From an optimization exercise on the open Yosys and OpenROAD flow, aimed at a short achievable clock period and few clock cycles; shortcuts taken in it are not production practice. The RTL was checked by simulation tests, not by an equivalence proof against the original design. Power figures rest on the tool's default switching activity, not on a simulated workload.

==> flow/design.v <==
module e900_core (
    input  wire        clk,
    input  wire        rst,
    input  wire [27:0] limit,
    output reg         mem_req,
    output reg         mem_we,
    output reg  [13:0] mem_addr,
    output reg  [17:0] mem_wdata,
    input  wire        mem_gnt,
    input  wire [17:0] mem_rdata,
    output reg         rdr_req,
    input  wire        rdr_ack,
    input  wire [1:0]  rdr_resp,
    input  wire [7:0]  rdr_byte,
    output reg         out_req,
    output reg         out_tty,
    output reg  [7:0]  out_data,
    input  wire        out_ack,
    input  wire        out_err,
    output reg         tr_valid,
    output reg  [17:0] tr_addr,
    output reg  [17:0] tr_inst,
    output reg  [17:0] tr_a,
    output reg  [17:0] tr_q,
    output reg  [17:0] tr_b,
    output wire        halted,
    output reg  [3:0]  outcome,
    output reg  [17:0] info,
    output wire [17:0] acc,
    output wire [17:0] ext,
    output wire        level4
);
    localparam [3:0] OC_STOP     = 4'd0,
                     OC_ADDR     = 4'd1,
                     OC_TAPECODE = 4'd2,
                     OC_TAPEEND  = 4'd3,
                     OC_SHIFT    = 4'd4,
                     OC_IO       = 4'd5,
                     OC_LIMIT    = 4'd6,
                     OC_OPEN     = 4'd7,
                     OC_DIVZERO  = 4'd8;
    localparam [1:0] RD_BYTE = 2'd0, RD_EOF = 2'd1, RD_OPENFAIL = 2'd2;
    localparam [3:0] S_INIT = 4'd0,     
                     S_RUN  = 4'd1,     
                     S_WB   = 4'd2,     
                     S_CW   = 4'd3,     
                     S_M1   = 4'd4,     
                     S_M2   = 4'd5,     
                     S_D0   = 4'd6,     
                     S_DIV  = 4'd7,     
                     S_DEND = 4'd8,     
                     S_HWB  = 4'd9,     
                     S_HALT = 4'd10;
    reg [3:0]  state;
    reg [17:0] a_reg, q_reg;
    reg        lvl4;
    reg [27:0] budget;
    reg        limit_pend;
    reg [17:0] cw0, cw1, cw6, cw7;
    reg [3:0]  dirty;
    reg [3:0]  qv;
    reg [3:0]  qs;                   
    reg [3:0]  qc;                   
    reg [3:0]  qpt;                  
    reg [3:0]  qdh;                  
    reg [CB-1:0] qdi [0:3];            
    reg [5:0]  qk  [0:3];            
    reg [13:0] qa [0:3];
    reg [17:0] qi [0:3];
    reg [15:0] qm [0:3];
    localparam integer IB = 5;               
    localparam integer IN = 1 << IB;
    localparam integer TW = 14 - IB;         
    reg [TW*IN-1:0] ictag;
    reg [18*IN-1:0] icdat;
    reg [IN-1:0]    icv;
    reg [IN-1:0]    icpj;            
    localparam integer CB = 2;
    localparam integer CN = 1 << CB;
    reg [14*CN-1:0] dtag;
    reg [18*CN-1:0] ddat;
    reg [CN-1:0]    dv;
    reg [18*CN-1:0] dinc;            
    reg [CB*CN-1:0] dage;            
    reg             tp_v;            
    reg [CB-1:0]    tp_slot;         
    reg [17:0] fpc;
    reg        infl;                 
    reg        infl_c;               
    reg [13:0] infl_a;
    reg [17:0] infl_d;
    reg        infl_pj;              
    reg        infl_pt;              
    reg        f_pt;                 
    reg [2:0]  init_n;
    reg        init_rv;
    reg [1:0]  init_ri;
    reg        have0;
    reg [3:0]  wb_f;
    reg [15:0] wb_m;
    reg [13:0] cnt_a;
    reg [17:0] cnt_d;
    reg        mxneg;
    reg [35:0] ms_r, mc_r;           
    reg [35:0] dvd;
    reg [17:0] dvs;
    reg [19:0] dvs3;
    reg [17:0] rem;
    reg [3:0]  dcnt;
    reg        dneg;
    assign halted = (state == S_HALT);
    assign acc    = a_reg;
    assign ext    = q_reg;
    assign level4 = lvl4;
    function [36:0] kadd(input [35:0] a, input [35:0] b, input ci);
        reg [35:0] g, p, t;
        begin
            p = a ^ b;
            g = (a & b) | {35'd0, p[0] & ci};
            t = p;
            g = g | (t & (g << 1));  t = t & (t << 1);
            g = g | (t & (g << 2));  t = t & (t << 2);
            g = g | (t & (g << 4));  t = t & (t << 4);
            g = g | (t & (g << 8));  t = t & (t << 8);
            g = g | (t & (g << 16)); t = t & (t << 16);
            g = g | (t & (g << 32));
            kadd = {g[35], p ^ {g[34:0], ci}};
        end
    endfunction
    function [17:0] add18(input [17:0] a, input [17:0] b);
        reg [36:0] r;
        begin r = kadd({18'd0, a}, {18'd0, b}, 1'b0); add18 = r[17:0]; end
    endfunction
    function [17:0] sub18(input [17:0] a, input [17:0] b);
        reg [36:0] r;
        begin r = kadd({18'd0, a}, {18'd0, ~b}, 1'b1); sub18 = r[17:0]; end
    endfunction
    function [17:0] inc18(input [17:0] a);
        reg [36:0] r;
        begin r = kadd({18'd0, a}, 36'd0, 1'b1); inc18 = r[17:0]; end
    endfunction
    function [15:0] add16(input [15:0] a, input [15:0] b);
        reg [36:0] r;
        begin r = kadd({20'd0, a}, {20'd0, b}, 1'b0); add16 = r[15:0]; end
    endfunction
    function lt14(input [13:0] a, input [13:0] b);
        reg [36:0] r;
        begin r = kadd({22'd0, a}, {22'h3fffff, ~b}, 1'b1); lt14 = !r[36]; end
    endfunction
    function [20:0] sub20(input [19:0] a, input [19:0] b);
        reg [36:0] r;
        begin r = kadd({16'd0, a}, {16'hffff, ~b}, 1'b1); sub20 = {r[36], r[19:0]}; end
    endfunction
    function lt36(input [35:0] a, input [35:0] b);
        reg [36:0] r;
        begin r = kadd(a, ~b, 1'b1); lt36 = !r[36]; end
    endfunction
    function [35:0] neg36(input [35:0] a);
        reg [36:0] r;
        begin r = kadd(~a, 36'd0, 1'b1); neg36 = r[35:0]; end
    endfunction
    function [27:0] dec28(input [27:0] a);
        reg [36:0] r;
        begin r = kadd({8'd0, a}, {8'd0, 28'hfffffff}, 1'b0); dec28 = r[27:0]; end
    endfunction
    function [17:0] cget(input [1:0] i);
        case (i)
            2'd0: cget = cw0;
            2'd1: cget = cw1;
            2'd2: cget = cw6;
            default: cget = cw7;
        endcase
    endfunction
    function is_cw(input [13:0] ad);
        is_cw = (ad[13:3] == 11'd0) && (ad[2] == ad[1]);
    endfunction
    function [CN-1:0] dmatch(input [13:0] ad);
        integer j;
        for (j = 0; j < CN; j = j + 1)
            dmatch[j] = dv[j] && (dtag[14 * j +: 14] == ad);
    endfunction
    function [17:0] seli18(input [18*IN-1:0] v, input [IN-1:0] oh);
        integer j, k;
        reg [IN-1:0] col;
        for (k = 0; k < 18; k = k + 1) begin
            for (j = 0; j < IN; j = j + 1) col[j] = v[18 * j + k];
            seli18[k] = |(oh & col);
        end
    endfunction
    function [TW-1:0] selitag(input [TW*IN-1:0] v, input [IN-1:0] oh);
        integer j, k;
        reg [IN-1:0] col;
        for (k = 0; k < TW; k = k + 1) begin
            for (j = 0; j < IN; j = j + 1) col[j] = v[TW * j + k];
            selitag[k] = |(oh & col);
        end
    endfunction
    function [17:0] seld18(input [18*CN-1:0] v, input [CN-1:0] oh);
        integer j, k;
        reg [CN-1:0] col;
        for (k = 0; k < 18; k = k + 1) begin
            for (j = 0; j < CN; j = j + 1) col[j] = v[18 * j + k];
            seld18[k] = |(oh & col);
        end
    endfunction
    function [CB-1:0] denc(input [CN-1:0] mv);
        integer j;
        begin
            denc = {CB{1'b0}};
            for (j = 0; j < CN; j = j + 1)
                if (mv[j]) denc = denc | j[CB-1:0];
        end
    endfunction
    function pjf(input [13:0] ad, input [17:0] d);
        reg [3:0]  fj;
        reg [13:0] t;
        begin
            fj  = d[16:13];
            t   = {ad[13], d[12:0]};
            pjf = !d[17] && !is_cw(t) &&
                  ((fj == 4'd8) || ((fj == 4'd7 || fj == 4'd9) && lt14(t, ad)));
        end
    endfunction
    function [5:0] kdec(input [17:0] ir, input [15:0] m, input l4);
        reg [3:0] fk;
        reg       ok, rd, st, j;
        begin
            fk = ir[16:13];
            ok = (m[15:14] == 2'b00) && !is_cw(m[13:0]);
            rd = (fk == 4'd0) || (fk == 4'd1) || (fk == 4'd2) || (fk == 4'd4) ||
                 (fk == 4'd6) || (fk == 4'd10) || (fk == 4'd12) || (fk == 4'd13);
            st = (fk == 4'd3) || (fk == 4'd11) ||
                 ((fk == 4'd5) && !(!l4 && (m[15:4] == 12'h1ff) && (m[3] || m[2])));
            j  = (fk == 4'd7) || (fk == 4'd8) || (fk == 4'd9);
            kdec = {rd && ok, st && ok, j && ok,
                    (fk == 4'd15) && (m[12:0] == 13'd2048),
                    (fk == 4'd15) && (m[12:0] == 13'd6144),
                    (fk == 4'd15) && (m[12:0] == 13'd6148)};
        end
    endfunction
    wire [1:0]  scr_i = {lvl4, 1'b0};
    wire [1:0]  b_i   = {lvl4, 1'b1};
    wire [13:0] scr_loc = lvl4 ? 14'd6 : 14'd0;
    wire [13:0] b_loc   = lvl4 ? 14'd7 : 14'd1;
    wire [17:0] scr_v = lvl4 ? cw6 : cw0;
    wire [17:0] b_v   = lvl4 ? cw7 : cw1;
    wire        hv      = qv[0];
    wire [13:0] h_a     = qa[0];
    wire [17:0] h_i     = qi[0];
    wire [15:0] h_m     = qm[0];
    wire        h_stale = qs[0];
    wire [5:0]  h_k     = qk[0];
    wire [3:0]  f       = h_i[16:13];
    wire [12:0] n       = h_m[12:0];
    wire        m_ok    = (h_m[15:14] == 2'b00);
    wire        m_c     = m_ok && is_cw(h_m[13:0]);
    wire [1:0]  m_ci    = {h_m[2], h_m[0]};
    wire [17:0] last_s  = {4'd0, h_a};
    wire [17:0] s_inc   = inc18(last_s);
    wire [17:0] cv      = (m_ci == scr_i) ? s_inc : cget(m_ci);
    wire        h_dh    = qdh[0];
    wire [CB-1:0] h_di  = qdi[0];
    wire [CN-1:0] h_doh = {{(CN - 1){1'b0}}, 1'b1} << h_di;
    wire [17:0] v_c     = seld18(ddat, h_doh);
    wire        loc     = m_c || h_dh;
    wire [17:0] v_loc   = m_c ? cv : v_c;
    wire is_rd = (f == 4'd0) || (f == 4'd1) || (f == 4'd2) || (f == 4'd4) ||
                 (f == 4'd6) || (f == 4'd10) || (f == 4'd12) || (f == 4'd13);
    wire is_st = (f == 4'd3) || (f == 4'd5) || (f == 4'd11);
    wire is_j  = (f == 4'd7) || (f == 4'd8) || (f == 4'd9);
    wire jtake = (f == 4'd8) || (f == 4'd7 && a_reg == 18'd0) || (f == 4'd9 && a_reg[17]);
    wire protect = !lvl4 && (h_m[15:4] == 12'h1ff) && (h_m[3] || h_m[2]);
    wire st_skip = (f == 4'd5) && protect;
    wire st_do   = is_st && !st_skip;
    wire rd_port = h_k[5] && !h_dh;
    wire st_port = h_k[4];
    wire cnt_hit = (f == 4'd10) && h_k[5] && h_dh;
    wire st_cw   = st_do && m_c;
    wire cnt_cw  = (f == 4'd10) && m_c;
    wire [17:0] st_val = (f == 4'd3) ? {1'b0, q_reg[17:1]} :
                         (f == 4'd5) ? a_reg : {5'd0, s_inc[12:0]};
    wire ovl_st = ((state == S_WB) && (wb_f == 4'd1 || wb_f == 4'd2 || wb_f == 4'd4 || wb_f == 4'd6)) ||
                  (state == S_M2) || (state == S_DEND);
    wire id_act = ((state == S_RUN) || (ovl_st && rd_port)) && !limit_pend && hv && !h_stale;
    wire id_port = id_act && (rd_port || st_port || cnt_hit);
    wire       io     = (f == 4'd15);
    wire       io_sw  = io && (n == 13'd7168);
    wire       io_rd  = h_k[2];
    wire       io_pu  = h_k[1];
    wire       io_tt  = h_k[0];
    wire [6:0] tty_c  = a_reg[6:0];
    wire       tty_ok = (tty_c == 7'd10) || (tty_c >= 7'd32 && tty_c <= 7'd122);
    wire       rdr_need = id_act && io_rd;
    wire       out_need = id_act && (io_pu || (io_tt && tty_ok));
    wire go = id_act && (!id_port || mem_gnt) && (!rdr_need || rdr_ack) &&
              (!out_need || out_ack);
    wire        lsw    = io_sw && !lvl4;
    wire        jmp    = is_j && jtake;
    wire        scr_wr = (st_cw || cnt_cw) && (m_ci == scr_i);
    wire [17:0] cw_val = cnt_cw ? inc18(cv) : st_val;
    wire        redir  = jmp || scr_wr || lsw;
    wire [17:0] new_scr = jmp ? {2'b00, h_m} : lsw ? cw6 : scr_wr ? cw_val : s_inc;
    wire        stop   = redir && (new_scr == last_s);
    wire [17:0] next_a = qv[1] ? {4'd0, qa[1]} : infl ? {4'd0, infl_a} : fpc;
    wire        nx_v   = qv[1] || infl;
    wire        nx_pt  = qv[1] ? qpt[1] : infl ? infl_pt : f_pt;
    wire        rmiss  = lsw || scr_wr ||
                         (is_j && (h_i[17] ? (next_a != new_scr) : (jtake ? !nx_pt : nx_pt)));
    wire        shl  = (n[12:11] == 2'b00);
    wire        shr  = (n[12:11] == 2'b11);
    wire [5:0]  sh_l = ((n[12:6] != 7'd0) || (n[5:0] >= 6'd36)) ? 6'd36 : n[5:0];
    wire [5:0]  sh_r = (n <= 13'd8156) ? 6'd36 : (6'd0 - n[5:0]);
    wire [35:0] aq   = {a_reg, q_reg};
    wire [35:0] aq_l = aq << sh_l;
    wire [35:0] aq_r = $signed(aq) >>> sh_r;
    wire id_err = ((is_rd || st_do) && !m_ok) ||
                  ((f == 4'd14) && !shl && !shr) ||
                  (io && !io_sw && !io_rd && !io_pu && !io_tt) ||
                  (io_rd && (rdr_resp != RD_BYTE || rdr_byte[7])) ||
                  (io_pu && out_err) ||
                  ((f == 4'd13) && loc && (v_loc == 18'd0));
    function qhit(input [13:0] ad);
        integer k;
        begin
            qhit = infl && (infl_a == ad);
            for (k = 0; k < 4; k = k + 1)
                if (qv[k] && qa[k] == ad) qhit = 1'b1;
        end
    endfunction
    wire any_qc = |(qv & qc) || (infl && is_cw(infl_a));
    wire id_hit = qhit(scr_loc) ||
                  ((st_do || cnt_cw || cnt_hit) && m_ok && qhit(h_m[13:0])) ||
                  ((f == 4'd0) && loc && qhit(b_loc));
    wire id_flush = go && (rmiss || id_hit);
    wire wb_flush = (state == S_WB) && (wb_f == 4'd0) && qhit(b_loc);
    wire cw_flush = (state == S_CW) && mem_gnt && qhit(cnt_a);
    wire flush    = id_flush || wb_flush || cw_flush;
    wire fl_pre = (id_act && (redir || is_j || st_do || ((f == 4'd10) && m_c) || ((f == 4'd0) && loc) || any_qc)) ||
                  ((state == S_WB) && (wb_f == 4'd0) && any_qc) ||
                  (state == S_CW);
    wire [2:0] qcnt = {2'b00, qv[0]} + {2'b00, qv[1]} + {2'b00, qv[2]} + {2'b00, qv[3]};
    wire       room = !qv[3] && !(qv[2] && infl);
    wire       f_ok = (fpc[17:14] == 4'd0);
    wire       f_cw = is_cw(fpc[13:0]);
    wire       f_st = (state == S_RUN) || (state == S_WB) || (state == S_M1) ||
                      (state == S_M2) || (state == S_D0) || (state == S_DIV) ||
                      (state == S_DEND) || (state == S_INIT && init_n == 3'd4 && have0);
    wire exec_port = (state == S_INIT && init_n != 3'd4) || (state == S_CW) ||
                     (state == S_HWB) || id_port;
    wire [15:0] rf_t = h_m;
    wire rf = id_act && h_k[3] && jtake;
    wire sf = f_st && !exec_port && f_ok && !f_cw && room;
    wire cf = f_st && (state != S_INIT) && !id_act && !fl_pre &&
              !((state == S_WB) && (wb_f == 4'd0)) && f_ok && f_cw && room;
    wire [17:0] in_i = infl_c ? infl_d : mem_rdata;
    wire [15:0] in_a = {2'b00, infl_a[13], in_i[12:0]};
    wire        ldb_wb = (state == S_WB) && (wb_f == 4'd0);
    wire        ldb_id = id_act && (f == 4'd0) && loc;
    wire        b_rec  = ldb_wb || ldb_id;
    wire [17:0] b_eff = ldb_wb ? mem_rdata : ldb_id ? v_loc : b_v;
    wire [15:0] in_m = in_i[17] ? add16(in_a, b_eff[15:0]) : in_a;
    wire        enq  = infl && !flush && !bjr;
    wire b_chg = go && ((((st_cw || cnt_cw) && m_ci[0])) || lsw);
    wire [3:0]  in_f = in_i[16:13];
    wire        in_j = (in_f == 4'd8) ||
                       ((in_f == 4'd7 || in_f == 4'd9) && lt14(in_m[13:0], infl_a));
    wire        pred = enq && in_j && !infl_pj && !b_chg && (in_m[15:14] == 2'b00) && !is_cw(in_m[13:0]);
    reg        bjr;
    reg [2:0]  bj_at;
    reg [15:0] bj_t;
    integer    bk;
    always @(*) begin
        bjr   = 1'b0;
        bj_at = 3'd4;
        bj_t  = 16'd0;
        for (bk = 3; bk >= 0; bk = bk - 1)
            if ((go ? (bk < 3 && qv[bk + 1]) : qv[bk]) &&
                (go ? qi[bk + 1][17:13] : qi[bk][17:13]) == 5'b11000) begin
                bj_at = bk[2:0];
                bj_t  = add16({2'b00, (go ? qa[bk + 1][13] : qa[bk][13]),
                               (go ? qi[bk + 1][12:0] : qi[bk][12:0])}, b_eff[15:0]);
            end
        bjr = b_rec && !flush && (bj_at != 3'd4) && (bj_t[15:14] == 2'b00) &&
              !is_cw(bj_t[13:0]);
    end
    wire          id_wr_pre = id_act && (st_port || cnt_hit);
    wire          id_wr   = id_wr_pre;
    wire [13:0]   w_addr  = (state == S_CW) ? cnt_a : h_m[13:0];
    wire [17:0]   d_cnt   = seld18(dinc, h_doh);
    wire [17:0]   w_data  = (state == S_CW) ? cnt_d : (f == 4'd10) ? d_cnt : st_val;
    wire          wr_now  = ((state == S_CW) || id_wr) && mem_gnt;
    wire [CN-1:0] wm      = dmatch(w_addr);
    wire          alloc_w = wr_now && !(|wm);
    wire          alloc_r = (state == S_WB) && !(|dmatch(wb_m[13:0]));
    wire          d_alloc = alloc_w || alloc_r;
    reg  [CB-1:0] d_vic, d_old, d_old2, tp_age;
    integer vj;
    always @(*) begin
        d_old  = {CB{1'b0}};
        d_old2 = {CB{1'b0}};
        tp_age = {CB{1'b0}};
        for (vj = 0; vj < CN; vj = vj + 1) begin
            if (dage[CB * vj +: CB] == {CB{1'b1}}) d_old = d_old | vj[CB-1:0];
            if (dage[CB * vj +: CB] == {{(CB - 1){1'b1}}, 1'b0}) d_old2 = d_old2 | vj[CB-1:0];
            if (tp_slot == vj) tp_age = tp_age | dage[CB * vj +: CB];
        end
        d_vic = (tp_v && tp_age == {CB{1'b1}}) ? d_old2 : d_old;
        for (vj = CN - 1; vj >= 0; vj = vj - 1)
            if (!dv[vj]) d_vic = vj[CB-1:0];
    end
    wire          d_use_id = go && h_dh && !m_c && is_rd;
    wire          d_touch  = d_use_id || (wr_now && |wm) || d_alloc;
    wire [CB-1:0] d_tslot  = d_use_id ? h_di : (|wm) ? denc(wm) : d_vic;
    wire          fill_i  = infl && !infl_c &&
                            !((id_wr_pre || (state == S_CW)) && (w_addr == infl_a));
    wire [IB-1:0] wi      = w_addr[IB-1:0];
    wire [IN-1:0] wi_oh   = {{(IN - 1){1'b0}}, 1'b1} << wi;
    wire          iwh     = wr_now && |(icv & wi_oh) && (selitag(ictag, wi_oh) == w_addr[13:IB]);
    wire          w_pj    = pjf(w_addr, w_data);
    wire [17:0]   w_inc   = inc18(w_data);
    wire [17:0]   fpc_inc = inc18(fpc);
    wire [27:0]   budget_dec = dec28(budget);
    wire          i_pj    = pjf(infl_a, mem_rdata);
    wire [13:0]   fa      = fpc[13:0];
    wire [IB-1:0] fi      = fa[IB-1:0];
    wire [IN-1:0] fi_oh   = {{(IN - 1){1'b0}}, 1'b1} << fi;
    wire          fh      = |(icv & fi_oh) && (selitag(ictag, fi_oh) == fa[13:IB]);
    wire [17:0]   fdat    = seli18(icdat, fi_oh);
    wire          fpj     = |(icpj & fi_oh);
    wire [17:0]   fjt     = {4'd0, fa[13], fdat[12:0]};
    wire          fwr     = (id_act && (st_port || cnt_hit) && (h_m[13:0] == fpc[13:0])) ||
                            ((state == S_CW) && (cnt_a == fpc[13:0]));
    wire          ch      = f_st && (state != S_INIT) && f_ok && !f_cw && room && fh && !fwr;
    wire [15:0]   a_cs    = {2'b00, infl_a[13], infl_d[12:0]};
    wire [15:0]   m_cs    = infl_d[17] ? add16(a_cs, b_v[15:0]) : a_cs;
    wire [CN-1:0] dmv     = dmatch(m_cs[13:0]);
    wire [CB-1:0] di_new  = denc(dmv);
    wire          dh_new  = infl_c && (|dmv) && (m_cs[15:14] == 2'b00) &&
                            !(infl_d[17] && (b_rec || b_chg)) &&
                            !(d_alloc && di_new == d_vic);
    wire [1:0] hsel = !dirty[0] ? (!dirty[1] ? (!dirty[2] ? 2'd3 : 2'd2) : 2'd1) : 2'd0;
    wire [3:0] hone = 4'b0001 << hsel;
    wire port_h = id_port || rf;
    always @(*) begin
        mem_req   = 1'b0;
        mem_we    = 1'b0;
        mem_addr  = fpc[13:0];
        mem_wdata = st_val;
        if (state == S_INIT && init_n != 3'd4) begin
            mem_req  = 1'b1;
            mem_addr = {11'd0, init_n[1], init_n[1], init_n[0]};
        end else if (state == S_HWB) begin
            mem_req   = |dirty;
            mem_we    = 1'b1;
            mem_addr  = {11'd0, hsel[1], hsel[1], hsel[0]};
            mem_wdata = cget(hsel);
        end else if (state == S_CW) begin
            mem_req   = 1'b1;
            mem_we    = 1'b1;
            mem_addr  = cnt_a;
            mem_wdata = cnt_d;
        end else if (port_h) begin
            mem_req  = 1'b1;
            mem_we   = id_act && (st_port || cnt_hit);
            mem_addr = h_m[13:0];
            if (f == 4'd10) mem_wdata = d_cnt;
        end else if (sf) begin
            mem_req  = 1'b1;
        end
    end
    always @(*) begin
        rdr_req  = rdr_need;
        out_req  = out_need;
        out_tty  = io_tt;
        out_data = io_tt ? {1'b0, tty_c} : a_reg[7:0];
    end
    function [19:0] r4(input [17:0] r, input [1:0] b, input [17:0] d, input [19:0] d3);
        reg [19:0] x, d1, d2, y;
        reg [20:0] s1, s2, s3;
        reg [1:0]  q;
        begin
            x  = {r, b};
            d1 = {2'b00, d};
            d2 = {1'b0, d, 1'b0};
            s3 = sub20(x, d3);
            s2 = sub20(x, d2);
            s1 = sub20(x, d1);
            if (s3[20])      begin q = 2'd3; y = s3[19:0]; end
            else if (s2[20]) begin q = 2'd2; y = s2[19:0]; end
            else if (s1[20]) begin q = 2'd1; y = s1[19:0]; end
            else             begin q = 2'd0; y = x;        end
            r4 = {q, y[17:0]};
        end
    endfunction
    wire [19:0] st1 = r4(rem, dvd[35:34], dvs, dvs3);
    wire [19:0] st2 = r4(st1[17:0], dvd[33:32], dvs, dvs3);
    reg [3:0] skip;
    integer sk;
    always @(*) begin
        skip = 4'd0;
        for (sk = 1; sk <= 9; sk = sk + 1)
            if (lt36(dvd >> (36 - 4 * sk), {18'd0, dvs})) skip = sk[3:0];
    end
    wire [35:0] dvd_top = dvd >> (36 - 4 * skip);
    wire [36:0] d3_sum  = kadd({18'd0, dvs}, {17'd0, dvs, 1'b0}, 1'b0);
    wire [17:0] quo_mag = dvd[17:0];
    wire [17:0] quo_neg = (rem != 18'd0) ? ~quo_mag : sub18(18'd0, quo_mag);
    wire [17:0] quo     = dneg ? quo_neg : quo_mag;
    wire [17:0] mx   = a_reg;
    wire [17:0] my   = (state == S_WB) ? mem_rdata : v_loc;
    wire [35:0] mx36 = {{18{mx[17]}}, mx};
    wire [35:0] pp0 = my[0] ? (mx36 << 0) : 36'd0;
    wire [35:0] pp1 = my[1] ? (mx36 << 1) : 36'd0;
    wire [35:0] pp2 = my[2] ? (mx36 << 2) : 36'd0;
    wire [35:0] pp3 = my[3] ? (mx36 << 3) : 36'd0;
    wire [35:0] pp4 = my[4] ? (mx36 << 4) : 36'd0;
    wire [35:0] pp5 = my[5] ? (mx36 << 5) : 36'd0;
    wire [35:0] pp6 = my[6] ? (mx36 << 6) : 36'd0;
    wire [35:0] pp7 = my[7] ? (mx36 << 7) : 36'd0;
    wire [35:0] pp8 = my[8] ? (mx36 << 8) : 36'd0;
    wire [35:0] pp9 = my[9] ? (mx36 << 9) : 36'd0;
    wire [35:0] pp10 = my[10] ? (mx36 << 10) : 36'd0;
    wire [35:0] pp11 = my[11] ? (mx36 << 11) : 36'd0;
    wire [35:0] pp12 = my[12] ? (mx36 << 12) : 36'd0;
    wire [35:0] pp13 = my[13] ? (mx36 << 13) : 36'd0;
    wire [35:0] pp14 = my[14] ? (mx36 << 14) : 36'd0;
    wire [35:0] pp15 = my[15] ? (mx36 << 15) : 36'd0;
    wire [35:0] pp16 = my[16] ? (mx36 << 16) : 36'd0;
    wire [35:0] pp17 = my[17] ? (mx36 << 17) : 36'd0;
    wire [35:0] pp18 = my[17] ? {~mx, 18'h3ffff} : 36'd0;
    wire [35:0] pp19 = {35'd0, my[17]};
    wire [35:0] cs0_0s = pp0 ^ pp1 ^ pp2;
    wire [35:0] cs0_0c = ((pp0 & pp1) | (pp0 & pp2) | (pp1 & pp2)) << 1;
    wire [35:0] cs0_1s = pp3 ^ pp4 ^ pp5;
    wire [35:0] cs0_1c = ((pp3 & pp4) | (pp3 & pp5) | (pp4 & pp5)) << 1;
    wire [35:0] cs0_2s = pp6 ^ pp7 ^ pp8;
    wire [35:0] cs0_2c = ((pp6 & pp7) | (pp6 & pp8) | (pp7 & pp8)) << 1;
    wire [35:0] cs0_3s = pp9 ^ pp10 ^ pp11;
    wire [35:0] cs0_3c = ((pp9 & pp10) | (pp9 & pp11) | (pp10 & pp11)) << 1;
    wire [35:0] cs0_4s = pp12 ^ pp13 ^ pp14;
    wire [35:0] cs0_4c = ((pp12 & pp13) | (pp12 & pp14) | (pp13 & pp14)) << 1;
    wire [35:0] cs0_5s = pp15 ^ pp16 ^ pp17;
    wire [35:0] cs0_5c = ((pp15 & pp16) | (pp15 & pp17) | (pp16 & pp17)) << 1;
    wire [35:0] cs1_0s = cs0_0s ^ cs0_0c ^ cs0_1s;
    wire [35:0] cs1_0c = ((cs0_0s & cs0_0c) | (cs0_0s & cs0_1s) | (cs0_0c & cs0_1s)) << 1;
    wire [35:0] cs1_1s = cs0_1c ^ cs0_2s ^ cs0_2c;
    wire [35:0] cs1_1c = ((cs0_1c & cs0_2s) | (cs0_1c & cs0_2c) | (cs0_2s & cs0_2c)) << 1;
    wire [35:0] cs1_2s = cs0_3s ^ cs0_3c ^ cs0_4s;
    wire [35:0] cs1_2c = ((cs0_3s & cs0_3c) | (cs0_3s & cs0_4s) | (cs0_3c & cs0_4s)) << 1;
    wire [35:0] cs1_3s = cs0_4c ^ cs0_5s ^ cs0_5c;
    wire [35:0] cs1_3c = ((cs0_4c & cs0_5s) | (cs0_4c & cs0_5c) | (cs0_5s & cs0_5c)) << 1;
    wire [35:0] cs2_0s = cs1_0s ^ cs1_0c ^ cs1_1s;
    wire [35:0] cs2_0c = ((cs1_0s & cs1_0c) | (cs1_0s & cs1_1s) | (cs1_0c & cs1_1s)) << 1;
    wire [35:0] cs2_1s = cs1_1c ^ cs1_2s ^ cs1_2c;
    wire [35:0] cs2_1c = ((cs1_1c & cs1_2s) | (cs1_1c & cs1_2c) | (cs1_2s & cs1_2c)) << 1;
    wire [35:0] cs2_2s = cs1_3s ^ cs1_3c ^ pp18;
    wire [35:0] cs2_2c = ((cs1_3s & cs1_3c) | (cs1_3s & pp18) | (cs1_3c & pp18)) << 1;
    wire [35:0] cs3_0s = cs2_0s ^ cs2_0c ^ cs2_1s;
    wire [35:0] cs3_0c = ((cs2_0s & cs2_0c) | (cs2_0s & cs2_1s) | (cs2_0c & cs2_1s)) << 1;
    wire [35:0] cs3_1s = cs2_1c ^ cs2_2s ^ cs2_2c;
    wire [35:0] cs3_1c = ((cs2_1c & cs2_2s) | (cs2_1c & cs2_2c) | (cs2_2s & cs2_2c)) << 1;
    wire [35:0] cs4_0s = cs3_0s ^ cs3_0c ^ cs3_1s;
    wire [35:0] cs4_0c = ((cs3_0s & cs3_0c) | (cs3_0s & cs3_1s) | (cs3_0c & cs3_1s)) << 1;
    wire [35:0] cs5_0s = cs4_0s ^ cs4_0c ^ cs3_1c;
    wire [35:0] cs5_0c = ((cs4_0s & cs4_0c) | (cs4_0s & cs3_1c) | (cs4_0c & cs3_1c)) << 1;
    wire [35:0] cs6_0s = cs5_0s ^ cs5_0c ^ pp19;
    wire [35:0] cs6_0c = ((cs5_0s & cs5_0c) | (cs5_0s & pp19) | (cs5_0c & pp19)) << 1;
    wire [35:0] mul_s = cs6_0s;
    wire [35:0] mul_c = cs6_0c;
    wire [36:0] p_all = kadd(ms_r, mc_r, 1'b0);
    wire [35:0] p_sum = p_all[35:0];
    wire [17:0] alu_wb = (wb_f == 4'd1) ? add18(a_reg, mem_rdata) :
                         (wb_f == 4'd2) ? sub18(mem_rdata, a_reg) :
                         (wb_f == 4'd4) ? mem_rdata : (a_reg & mem_rdata);
    wire [17:0] alu_q  = (wb_f == 4'd2) ? {2'b00, wb_m} : q_reg;
    wire [17:0] ov_a   = (state == S_WB) ? alu_wb :
                         (state == S_M2) ? p_sum[34:17] : (quo | 18'd1);
    wire [17:0] ov_q   = (state == S_WB) ? alu_q :
                         (state == S_M2) ? {p_sum[16:0], mxneg} : (quo & 18'o777776);
    task halt_with(input [3:0] code, input [17:0] why);
        begin
            outcome <= code;
            info    <= why;
            state   <= S_HWB;
        end
    endtask
    task cset(input [1:0] i, input [17:0] v);
        begin
            case (i)
                2'd0: cw0 <= v;
                2'd1: cw1 <= v;
                2'd2: cw6 <= v;
                default: cw7 <= v;
            endcase
            dirty[i] <= 1'b1;
        end
    endtask
    task div_start(input [17:0] d);
        begin
            dvd  <= a_reg[17] ? neg36(aq) : aq;
            dvs  <= d[17] ? sub18(18'd0, d) : d;
            dneg <= a_reg[17] ^ d[17];
            state <= S_D0;
        end
    endtask
    integer i;
    reg [2:0] pos;
    reg [13:0] e_a;
    reg [17:0] e_i;
    reg [CB-1:0] e_di;
    reg [15:0] e_m;
    always @(posedge clk) begin
        if (rst) begin
            state      <= S_INIT;
            lvl4       <= 1'b0;
            a_reg      <= 18'd0;
            q_reg      <= 18'd0;
            budget     <= limit;
            limit_pend <= 1'b0;
            outcome    <= 4'd0;
            info       <= 18'd0;
            dirty      <= 4'd0;
            qv         <= 4'd0;
            infl       <= 1'b0;
            init_n     <= 3'd0;
            init_rv    <= 1'b0;
            have0      <= 1'b0;
            dv         <= {CN{1'b0}};
            tp_v       <= 1'b0;
            f_pt       <= 1'b0;
            for (i = 0; i < CN; i = i + 1) dage[CB * i +: CB] <= i[CB-1:0];
            icv        <= {IN{1'b0}};
            tr_valid   <= 1'b0;
        end else begin
            tr_valid <= 1'b0;
            pos = qcnt - {2'b00, go};
            for (i = 0; i < 4; i = i + 1) begin
                if (flush) begin
                    qv[i] <= 1'b0;
                end else if (go ? (i < 3 && qv[i + 1]) : qv[i]) begin
                    e_a  = go ? qa[i + 1] : qa[i];
                    e_i  = go ? qi[i + 1] : qi[i];
                    e_di = go ? qdi[i + 1] : qdi[i];
                    qv[i]  <= 1'b1;
                    qa[i]  <= e_a;
                    qi[i]  <= e_i;
                    qdi[i] <= e_di;
                    qc[i]  <= go ? qc[i + 1] : qc[i];
                    qpt[i] <= go ? qpt[i + 1] : qpt[i];
                    qm[i]  <= go ? qm[i + 1] : qm[i];
                    qs[i]  <= (go ? qs[i + 1] : qs[i]) | (b_chg && e_i[17]);
                    qk[i]  <= go ? qk[i + 1] : qk[i];
                    qdh[i] <= (go ? qdh[i + 1] : qdh[i]) &&
                              !(d_alloc && e_di == d_vic);
                    if (b_rec && e_i[17]) begin
                        e_m     = add16({2'b00, e_a[13], e_i[12:0]}, b_eff[15:0]);
                        qm[i]  <= e_m;
                        qk[i]  <= kdec(e_i, e_m, lvl4);
                        qs[i]  <= 1'b0;
                        qdh[i] <= 1'b0;
                    end
                end else if (enq && pos == i) begin
                    qv[i] <= 1'b1;
                    qa[i] <= infl_a;
                    qi[i] <= in_i;
                    qm[i] <= in_m;
                    qc[i] <= is_cw(infl_a);
                    qpt[i] <= infl_pt;
                    qs[i] <= b_chg && in_i[17];
                    qk[i] <= kdec(in_i, in_m, lvl4);
                    qdh[i] <= dh_new;
                    qdi[i] <= di_new;
                end else begin
                    qv[i] <= 1'b0;
                end
            end
            if (bjr) begin
                for (i = 0; i < 4; i = i + 1)
                    if (i > bj_at) qv[i] <= 1'b0;
            end
            if (state == S_RUN && !limit_pend && hv && h_stale && !flush) begin
                e_m    = add16({2'b00, h_a[13], h_i[12:0]}, b_v[15:0]);
                qm[0] <= e_m;
                qk[0] <= kdec(h_i, e_m, lvl4);
                qs[0] <= 1'b0;
                qdh[0] <= 1'b0;
            end
            tp_v    <= d_touch;
            tp_slot <= d_tslot;
            if (wr_now)
                for (i = 0; i < CN; i = i + 1)
                    if (wm[i]) begin
                        ddat[18 * i +: 18] <= w_data;
                        dinc[18 * i +: 18] <= w_inc;
                    end
            for (i = 0; i < CN; i = i + 1) begin
                if (alloc_w && d_vic == i) begin
                    dtag[14 * i +: 14] <= w_addr;
                    ddat[18 * i +: 18] <= w_data;
                    dinc[18 * i +: 18] <= w_inc;
                    dv[i] <= 1'b1;
                end
                if (alloc_r && d_vic == i) begin
                    dtag[14 * i +: 14] <= wb_m[13:0];
                    ddat[18 * i +: 18] <= mem_rdata;
                    dinc[18 * i +: 18] <= inc18(mem_rdata);
                    dv[i] <= 1'b1;
                end
                if (tp_v) begin
                    if (i == tp_slot)
                        dage[CB * i +: CB] <= {CB{1'b0}};
                    else if (dage[CB * i +: CB] < tp_age)
                        dage[CB * i +: CB] <= dage[CB * i +: CB] + 1'b1;
                end
            end
            for (i = 0; i < IN; i = i + 1) begin
                if (iwh && wi == i) begin
                    icdat[18 * i +: 18] <= w_data;
                    icpj[i] <= w_pj;
                end
                if (fill_i && infl_a[IB-1:0] == i) begin
                    icv[i] <= 1'b1;
                    ictag[TW * i +: TW] <= infl_a[13:IB];
                    icdat[18 * i +: 18] <= mem_rdata;
                    icpj[i] <= i_pj;
                end
            end
            if (flush && rf) begin
                infl    <= mem_gnt;
                infl_c  <= 1'b0;
                infl_pj <= 1'b0;
                infl_pt <= 1'b0;
                infl_a  <= rf_t[13:0];
                f_pt    <= 1'b0;
                fpc     <= mem_gnt ? inc18({2'b00, rf_t}) : {2'b00, rf_t};
            end else if (flush) begin
                infl <= 1'b0;
                f_pt <= 1'b0;
                fpc  <= id_flush ? new_scr : scr_v;
            end else if (rf && (qv[1] || infl)) begin
                infl    <= ch;
                infl_c  <= 1'b1;
                infl_d  <= fdat;
                infl_pj <= fpj;
                infl_pt <= f_pt;
                infl_a  <= fpc[13:0];
                if (ch) begin
                    fpc  <= fpj ? fjt : fpc_inc;
                    f_pt <= fpj;
                end
            end else if (pred) begin
                infl <= 1'b0;
                f_pt <= 1'b1;
                fpc  <= {2'b00, in_m};
            end else if (ch) begin
                infl    <= 1'b1;
                infl_c  <= 1'b1;
                infl_d  <= fdat;
                infl_pj <= fpj;
                infl_pt <= f_pt;
                infl_a  <= fpc[13:0];
                fpc     <= fpj ? fjt : fpc_inc;
                f_pt    <= fpj;
            end else begin
                infl    <= ((sf || rf) && mem_gnt) || cf;
                infl_c  <= cf;
                infl_pj <= 1'b0;
                infl_pt <= f_pt;
                infl_a  <= fpc[13:0];
                infl_d  <= cget({fpc[2], fpc[0]});
                if (((sf || rf) && mem_gnt) || cf) begin
                    fpc  <= fpc_inc;
                    f_pt <= 1'b0;
                end
            end
            if (bjr) begin
                infl <= 1'b0;
                f_pt <= 1'b1;
                fpc  <= {2'b00, bj_t};
            end
            case (state)
            S_INIT: begin
                if (init_n != 3'd4 && mem_gnt) init_n <= init_n + 3'd1;
                init_rv <= (init_n != 3'd4) && mem_gnt;
                init_ri <= init_n[1:0];
                if (init_rv) begin
                    case (init_ri)
                        2'd0: cw0 <= mem_rdata;
                        2'd1: cw1 <= mem_rdata;
                        2'd2: cw6 <= mem_rdata;
                        default: cw7 <= mem_rdata;
                    endcase
                    if (init_ri == 2'd0) begin
                        fpc   <= mem_rdata;
                        have0 <= 1'b1;
                    end
                    if (init_ri == 2'd3) state <= S_RUN;
                end
            end
            S_RUN: begin
                if (limit_pend) begin
                    halt_with(OC_LIMIT, 18'd0);
                end else if (!hv && !infl && scr_v[17:14] != 4'd0) begin
                    cset(scr_i, inc18(scr_v));
                    halt_with(OC_ADDR, scr_v);
                end else if (go) begin
                    tr_valid <= 1'b1;
                    tr_addr  <= last_s;
                    tr_inst  <= h_i;
                    tr_a     <= a_reg;
                    tr_q     <= q_reg;
                    tr_b     <= b_v;
                    cset(scr_i, s_inc);
                    case (f)
                    4'd0, 4'd1, 4'd2, 4'd4, 4'd6, 4'd10, 4'd12, 4'd13: begin
                        if (!m_ok) begin
                            halt_with(OC_ADDR, {2'b00, h_m});
                        end else if (!loc) begin
                            wb_f  <= f;
                            wb_m  <= h_m;
                            state <= S_WB;
                        end else begin
                            case (f)
                            4'd0: begin q_reg <= v_loc; cset(b_i, v_loc); end
                            4'd1: a_reg <= add18(a_reg, v_loc);
                            4'd2: begin a_reg <= sub18(v_loc, a_reg); q_reg <= {2'b00, h_m}; end
                            4'd4: a_reg <= v_loc;
                            4'd6: a_reg <= a_reg & v_loc;
                            4'd10: begin
                                if (m_c) cset(m_ci, inc18(cv));
                            end
                            4'd12: begin
                                ms_r  <= mul_s;
                                mc_r  <= mul_c;
                                mxneg <= a_reg[17];
                                state <= S_M2;
                            end
                            default: begin
                                if (v_loc == 18'd0) halt_with(OC_DIVZERO, {2'b00, h_m});
                                else div_start(v_loc);
                            end
                            endcase
                        end
                    end
                    4'd3, 4'd5, 4'd11: begin
                        if (f == 4'd11) q_reg <= {s_inc[17:13], 13'd0};
                        if (st_do) begin
                            if (!m_ok) halt_with(OC_ADDR, {2'b00, h_m});
                            else if (m_c) cset(m_ci, st_val);
                        end
                    end
                    4'd7, 4'd8, 4'd9: begin
                        if (jtake) cset(scr_i, {2'b00, h_m});
                    end
                    4'd14: begin
                        if (shl) begin
                            a_reg <= aq_l[35:18];
                            q_reg <= aq_l[17:0];
                        end else if (shr) begin
                            a_reg <= aq_r[35:18];
                            q_reg <= aq_r[17:0];
                        end else begin
                            halt_with(OC_SHIFT, {5'd0, n});
                        end
                    end
                    default: begin
                        if (io_sw) begin
                            lvl4 <= 1'b1;
                        end else if (io_rd) begin
                            if (rdr_resp == RD_OPENFAIL)
                                halt_with(OC_OPEN, 18'd0);
                            else if (rdr_resp != RD_BYTE)
                                halt_with(OC_TAPEEND, 18'd0);
                            else if (rdr_byte[7])
                                halt_with(OC_TAPECODE, {10'd0, rdr_byte});
                            else
                                a_reg <= {a_reg[10:0], rdr_byte[6:0]};
                        end else if (io_pu) begin
                            if (out_err) halt_with(OC_OPEN, 18'd1);
                        end else if (!io_tt) begin
                            halt_with(OC_IO, {5'd0, n});
                        end
                    end
                    endcase
                    if (!id_err) begin
                        if (stop) begin
                            halt_with(OC_STOP, last_s);
                        end else begin
                            budget <= budget_dec;
                            if (budget == 28'd1) limit_pend <= 1'b1;
                        end
                    end
                end
            end
            S_WB: begin
                case (wb_f)
                4'd0: begin q_reg <= mem_rdata; cset(b_i, mem_rdata); state <= S_RUN; end
                4'd1, 4'd2, 4'd4, 4'd6: begin
                    a_reg <= alu_wb;
                    q_reg <= alu_q;
                    state <= S_RUN;
                end
                4'd10: begin
                    cnt_a <= wb_m[13:0];
                    cnt_d <= inc18(mem_rdata);
                    state <= S_CW;
                end
                4'd12: begin
                    ms_r  <= mul_s;
                    mc_r  <= mul_c;
                    mxneg <= a_reg[17];
                    state <= S_M2;
                end
                default: begin
                    if (mem_rdata == 18'd0) halt_with(OC_DIVZERO, {2'b00, wb_m});
                    else div_start(mem_rdata);
                end
                endcase
            end
            S_CW: begin
                if (mem_gnt) state <= S_RUN;
            end
            S_M2: begin
                a_reg <= p_sum[34:17];
                q_reg <= {p_sum[16:0], mxneg};
                state <= S_RUN;
            end
            S_D0: begin
                dvs3 <= d3_sum[19:0];
                rem  <= dvd_top[17:0];
                dvd  <= dvd << (4 * skip);
                dcnt <= 4'd9 - skip;
                state <= (skip == 4'd9) ? S_DEND : S_DIV;
            end
            S_DIV: begin
                rem  <= st2[17:0];
                dvd  <= {dvd[31:0], st1[19:18], st2[19:18]};
                dcnt <= dcnt - 4'd1;
                if (dcnt == 4'd1) state <= S_DEND;
            end
            S_DEND: begin
                a_reg <= quo | 18'd1;
                q_reg <= quo & 18'o777776;
                state <= S_RUN;
            end
            S_HWB: begin
                if (dirty == 4'd0) begin
                    state <= S_HALT;
                end else if (mem_gnt) begin
                    dirty[hsel] <= 1'b0;
                    if ((dirty & ~hone) == 4'd0) state <= S_HALT;
                end
            end
            default: ;
            endcase
            if (go && state != S_RUN) begin
                tr_valid <= 1'b1;
                tr_addr  <= last_s;
                tr_inst  <= h_i;
                tr_a     <= ov_a;
                tr_q     <= ov_q;
                tr_b     <= b_v;
                cset(scr_i, s_inc);
                wb_f     <= f;
                wb_m     <= h_m;
                state    <= S_WB;
                budget   <= budget_dec;
                if (budget == 28'd1) limit_pend <= 1'b1;
            end
        end
    end
endmodule
==> flow/run.sh <==
#!/bin/bash
# synth_recipe.tcl (not shown) runs the flow's synth.tcl, then flattens the netlist and writes it again
# the make line also repeats each setting of config.mk as NAME=value (left out here)
make -C /OpenROAD-flow-scripts/flow DESIGN_CONFIG=/design/flow/config.mk WORK_HOME=/design/flow/orfs CLKGATE_MAP_FILE= SYNTH_SCRIPT=/design/flow/synth_recipe.tcl finish
==> flow/config.mk <==
export PLATFORM = sky130hd
export DESIGN_NAME = e900_core
export DESIGN_NICKNAME = e900_core
export VERILOG_FILES = /design/flow/design.v
export SDC_FILE = /design/flow/constraint.sdc
export NUM_CORES = 4
export LEC_CHECK = 0
export ABC_CLOCK_PERIOD_IN_PS = 4000
export CAP_MARGIN = 20
export CORE_MARGIN = 2
export CORE_UTILIZATION = 30
export PLACE_DENSITY = 0.45
export SETUP_SLACK_MARGIN = 1
export SLEW_MARGIN = 20
==> flow/constraint.sdc <==
create_clock -name core_clock -period 8.0 [get_ports {clk}]
set_input_delay 1.6000 -clock core_clock [delete_from_list [all_inputs] [get_ports {clk}]]
set_output_delay 1.6000 -clock core_clock [all_outputs]
set_load 0.01 [all_outputs]
==> impl_metrics.csv <==
group,metric,value,unit
yosys,yosysTopAreaCellShare,36.8,%
yosys,synthFlopType,"edfxtp_1",
power_and_ir_drop,peakVddDrop,0.224,mV
timing,setup-violations-final,0,
cts,clk_latency,1.06,ns
detailed_routing,wl_per_cell,38.7,um
global_routing,grt_pass1_wl,1190000,um
timing,finalHoldViolations,0,
power_and_ir_drop,cellPowerDensity,162,mW/mm2
final_layout,fillCellCount,49268,
yosys,ys_seq_area_share,38.5,%
critical_path,crit_top_cell,"buf_4",
critical_path,max_stage_delay,0.66,ns
detailed_routing,route.met3.wl,97500,um
final_layout,top_register,"icdat",
yosys,ys_top_cells_by_area,"edfxtp_1 (37%), ha_1 (5.3%), fa_1 (4.9%)",
global_routing,grt_overflow,0,
power_and_ir_drop,leakage,63.8,nW
yosys,synth_seq_cells,1917,
timing,finClkSkew,0.112,ns
cts,cts-root-buf,"clkbuf_16",
critical_path,r2r_start,"state[1]$_SDFFE_PP0P_",
yosys,post-synth-top-count-cell,"edfxtp_1",
critical_path,worstPathRequired,8.59,ns
yosys,synthArstFlopShare,0,%
final_layout,syn_to_final_growth,18.7,%
timing,hold-worst-slack,0.480,ns
power_and_ir_drop,p_int,0.0192,W
critical_path,r2r_slack,0.89,ns
detailed_routing,vias_per_cell,6.21,
placement,post-dp-hpwl,650000,um
detailed_routing,wl_met2,369000,um
yosys,synthCells,15862,
power_and_ir_drop,pwr-share-seq,40.5,%
timing,period_needed,7.11,ns
critical_path,timing.rr.end,"icdat[183]$_DFFE_PP_",
power_and_ir_drop,pwr-share-clk,41.1,%
floorplan,die-height,702,um
floorplan,ioPinCount,258,
final_layout,fin_nets,17312,
detailed_routing,drt_wl_total,890000,um
placement,port_buffers,253,
floorplan,initial_core_util,30.1,%
final_layout,finalNonFillerCells,22996,
critical_path,crit_path_max_fanout,32,
timing,setup_slack,0.891,ns
yosys,synth_edf_count,1792,
yosys,yosys_warnings,12,
global_routing,grt_usage,34.8,%
critical_path,startpoint_type,"flip-flop",
detailed_routing,drcViolationCount,0,
detailed_routing,drt_first_iter_violations,20680,
power_and_ir_drop,power_frac_comb,18.4,%
final_layout,final_layout_size_suffix_gt1_share,14.6,%
critical_path,crit_end,"icdat[183]$_DFFE_PP_",
floorplan,num_rows,256,
cts,cts_sinks,1917,
timing,post-route-period-util,88.9,%
cts,cts_made_buffers,245,
floorplan,dieArea,0.493,mm2
detailed_routing,drt_pass1_iterations,9,
yosys,yosys.area.top_type,"edfxtp_1",
placement,dp.cells,22371,
critical_path,path_class,"flip-flop to flip-flop",
critical_path,cp-startpoint,"state[1]$_SDFFE_PP0P_",
cts,clk_pin_slew,0.06,ns
timing,rsz0062_at_grt,"true",
timing,tns,0,ns
cts,htreeDepth,4,
cts,cts_tree,"built",
placement,place_ws,0.0897,ns
global_routing,antenna_found_initial,99,
global_routing,grt_max_degree,108,
power_and_ir_drop,swShare,31.8,%
final_layout,largest_register_ffs,576,
critical_path,critPathArrivalTime,7.70,ns
global_routing,grt_pass1_vias,132450,
floorplan,die_w,702,um
worst_hold_path,min_path_type,"flip-flop to flip-flop",
cts,clk_path_buf_depth,4,
timing,drv_slew,0,
critical_path,crit_chain,"buf_4 > nor2b_1 > nand2_2 > a21boi_1 > nor2_1 > nand2_1 > nor2_1 > buf_4 > a22o_1 > a221oi_1 > nand4_1 > nor3_1 > xor2_1 > nor4_1 > nand3_4 > buf_12 > o32ai_4 > buf_4",
placement,gp_congestion,1.06,
detailed_routing,ant_nets,0,
cts,cts_hold_buf,0,
power_and_ir_drop,p_switching,0.00894,W
detailed_routing,wl_met1,357000,um
yosys,synth.distinct_cells,114,
status,status,"finished clean",
floorplan,core-area,0.486,mm2
timing,max_freq,141,MHz
detailed_routing,num_vias,142736,
critical_path,crit_slowest_cell,"a21boi_1",
critical_path,crit_path_end_kind,"flip-flop",
yosys,netlist_area,0.146,mm2
final_layout,utilization,35.7,%
final_layout,largest_registers,"icdat (576), ictag (288)",
yosys,synth_common_cells,"edfxtp_1 (1792), nand2_1 (1606), nor2_1 (1534)",
detailed_routing,maxUsedRoutingLayer,"met5",
timing,tightest_slew,1.35,ns
timing,maxSlewHeadroom,9.77,%
critical_path,worstRegToRegCells,18,
job,maxCapViolCount,0,
yosys,synth_area_per_cell,9.22,um2
layer usage:
layer  vias up  track usage, %
met1     71533            45.8
met5         -               0
met3      2238            9.37
met4        30            21.0
met2      9546            50.7
li1      59389               -
kinds of logic (layout without fill, tap and decap cells):
logic type / after synthesis / count (layout) / synth area share, %
AND/OR/NAND/NOR: 4979 / 4981 / 15.8
AO/OA/AOI/OAI: 4558 / 4559 / 20.0
flip-flops: 1917 / 1917 / 38.5
buffers and inverters: 1917 / 2533 / 4.99
adder cells (fa/ha/maj): 979 / 979 / 10.2
XOR/XNOR: 843 / 843 / 5.05
multiplexers: 668 / 668 / 5.38
other: 1 / 66 / 0.00256
worst max-delay path, delay by kind of cell (launching register included):
kind            cells  cell delay [ns]
simple gates        9             3.28
compound gates      4             1.35
xor+xnor            1             0.18
buf+inv             4             1.31
flops               1             0.48
final cells by class:
type	count	area (um2)	area share, %
clock inverter	142	1510	0.872
timing repair buffer	1412	12600	7.26
sequential	1917	56300	32.5
multi-input combinational	12034	85800	49.4
antenna	62	155	0.0894
clock buffer	317	6530	3.76
inverter	662	2520	1.45
tap	6450	8070	4.65
what timing repair did:
item	in CTS	in global routing
gates cloned	4	12
resized for setup	80	203
endpoints found under the setup margin	438	479
endpoints found under the hold margin	0	0
pin swaps	14	92
buffers inserted	31	54
through the flow:
| step | cell area, um2 | power [W] |
|---|---|---|
| final | 174000 | 0.0282 |
| after global routing | 173000 | 0.0286 |
| after CTS | 172000 | 0.0279 |
| after detailed placement | 163000 | 0.0165 |
| after global placement | 163000 | 0.0165 |
| after floorplan | 147000 | 0.0139 |
worst min path at each step:
stage,start,end,slack [ns],cells past startpoint
CTS,have0$_SDFFE_PP0P_,have0$_SDFFE_PP0P_,0.47,2
global placement,have0$_SDFFE_PP0P_,have0$_SDFFE_PP0P_,0.46,2
finish,have0$_SDFFE_PP0P_,have0$_SDFFE_PP0P_,0.48,2
detailed placement,have0$_SDFFE_PP0P_,have0$_SDFFE_PP0P_,0.46,2
floorplan,qa[0][4]$_DFFE_PP_,tr_addr[4]$_DFFE_PP_,0.42,0
global route,have0$_SDFFE_PP0P_,have0$_SDFFE_PP0P_,0.49,2
power groups by stage:
stage	Combinational, W	Sequential [W]	Clock [W]
after global routing	0.00526	0.0114	0.0120
after global placement	0.00487	0.0116	0
after CTS	0.00490	0.0114	0.0116
after detailed placement	0.00485	0.0116	0
after floorplan	0.00241	0.0114	0
final	0.00518	0.0114	0.0116
layout by cell type, fill, tap and decap left out, types with 62 or more instances in the layout:
cell type and count:
edfxtp_1 1792, nand2_1 1578, nor2_1 1449, a21oi_1 1254, buf_4 1054, o21ai_0 1002, inv_1 626, xnor2_1 601
ha_1 597, mux2i_1 441, a22oi_1 371, fa_1 342, nand3_1 318, and2_1 258, clkbuf_16 255, a221oi_1 252
xor2_1 235, nand4_1 228, nor3_1 227, clkdlybuf4s50_1 219, a22o_1 172, a31oi_1 133, mux2_2 130, o211ai_1 128
a21o_1 127, o22ai_1 119, nor4_1 110, dfxtp_1 104, nand2b_1 100, a211oi_1 96, nor2b_1 87, or3_1 85
o21a_1 85, and3_1 83, buf_12 83, mux4_2 80, or2_2 76, nor2_2 70, o221ai_1 63, diode_2 62
Testbench counts, summed over its fixed seeds: cycles 31,894.

==> what the ideal ports hide <==
Ports are ideal in the flow. The routed layout listed here was re-timed in OpenROAD. Step 1 (the two cells are an assumption about what drives the block):
set clk [get_ports {clk}]
set_driving_cell -lib_cell sky130_fd_sc_hd__clkbuf_16 $clk
set_driving_cell -lib_cell sky130_fd_sc_hd__buf_2 [delete_from_list [all_inputs] $clk]
Step 2 also shifts input and output timing later by t, the mid clock arrival at the registers, as if the neighbouring blocks saw the same clock. Three values: ideal ports, drivers, drivers and shift; two values: the first two.
shift t [ns]: 1.127
setup slack, ns: 0.891 / 0.807 / 0.100
worst setup path at the end: input to register
pins driven straight from the clock port: 1
After both steps setup and hold are still met in this run. The setup slack of this run moves by -0.084 ns with the drivers and by -0.791 ns with both steps.
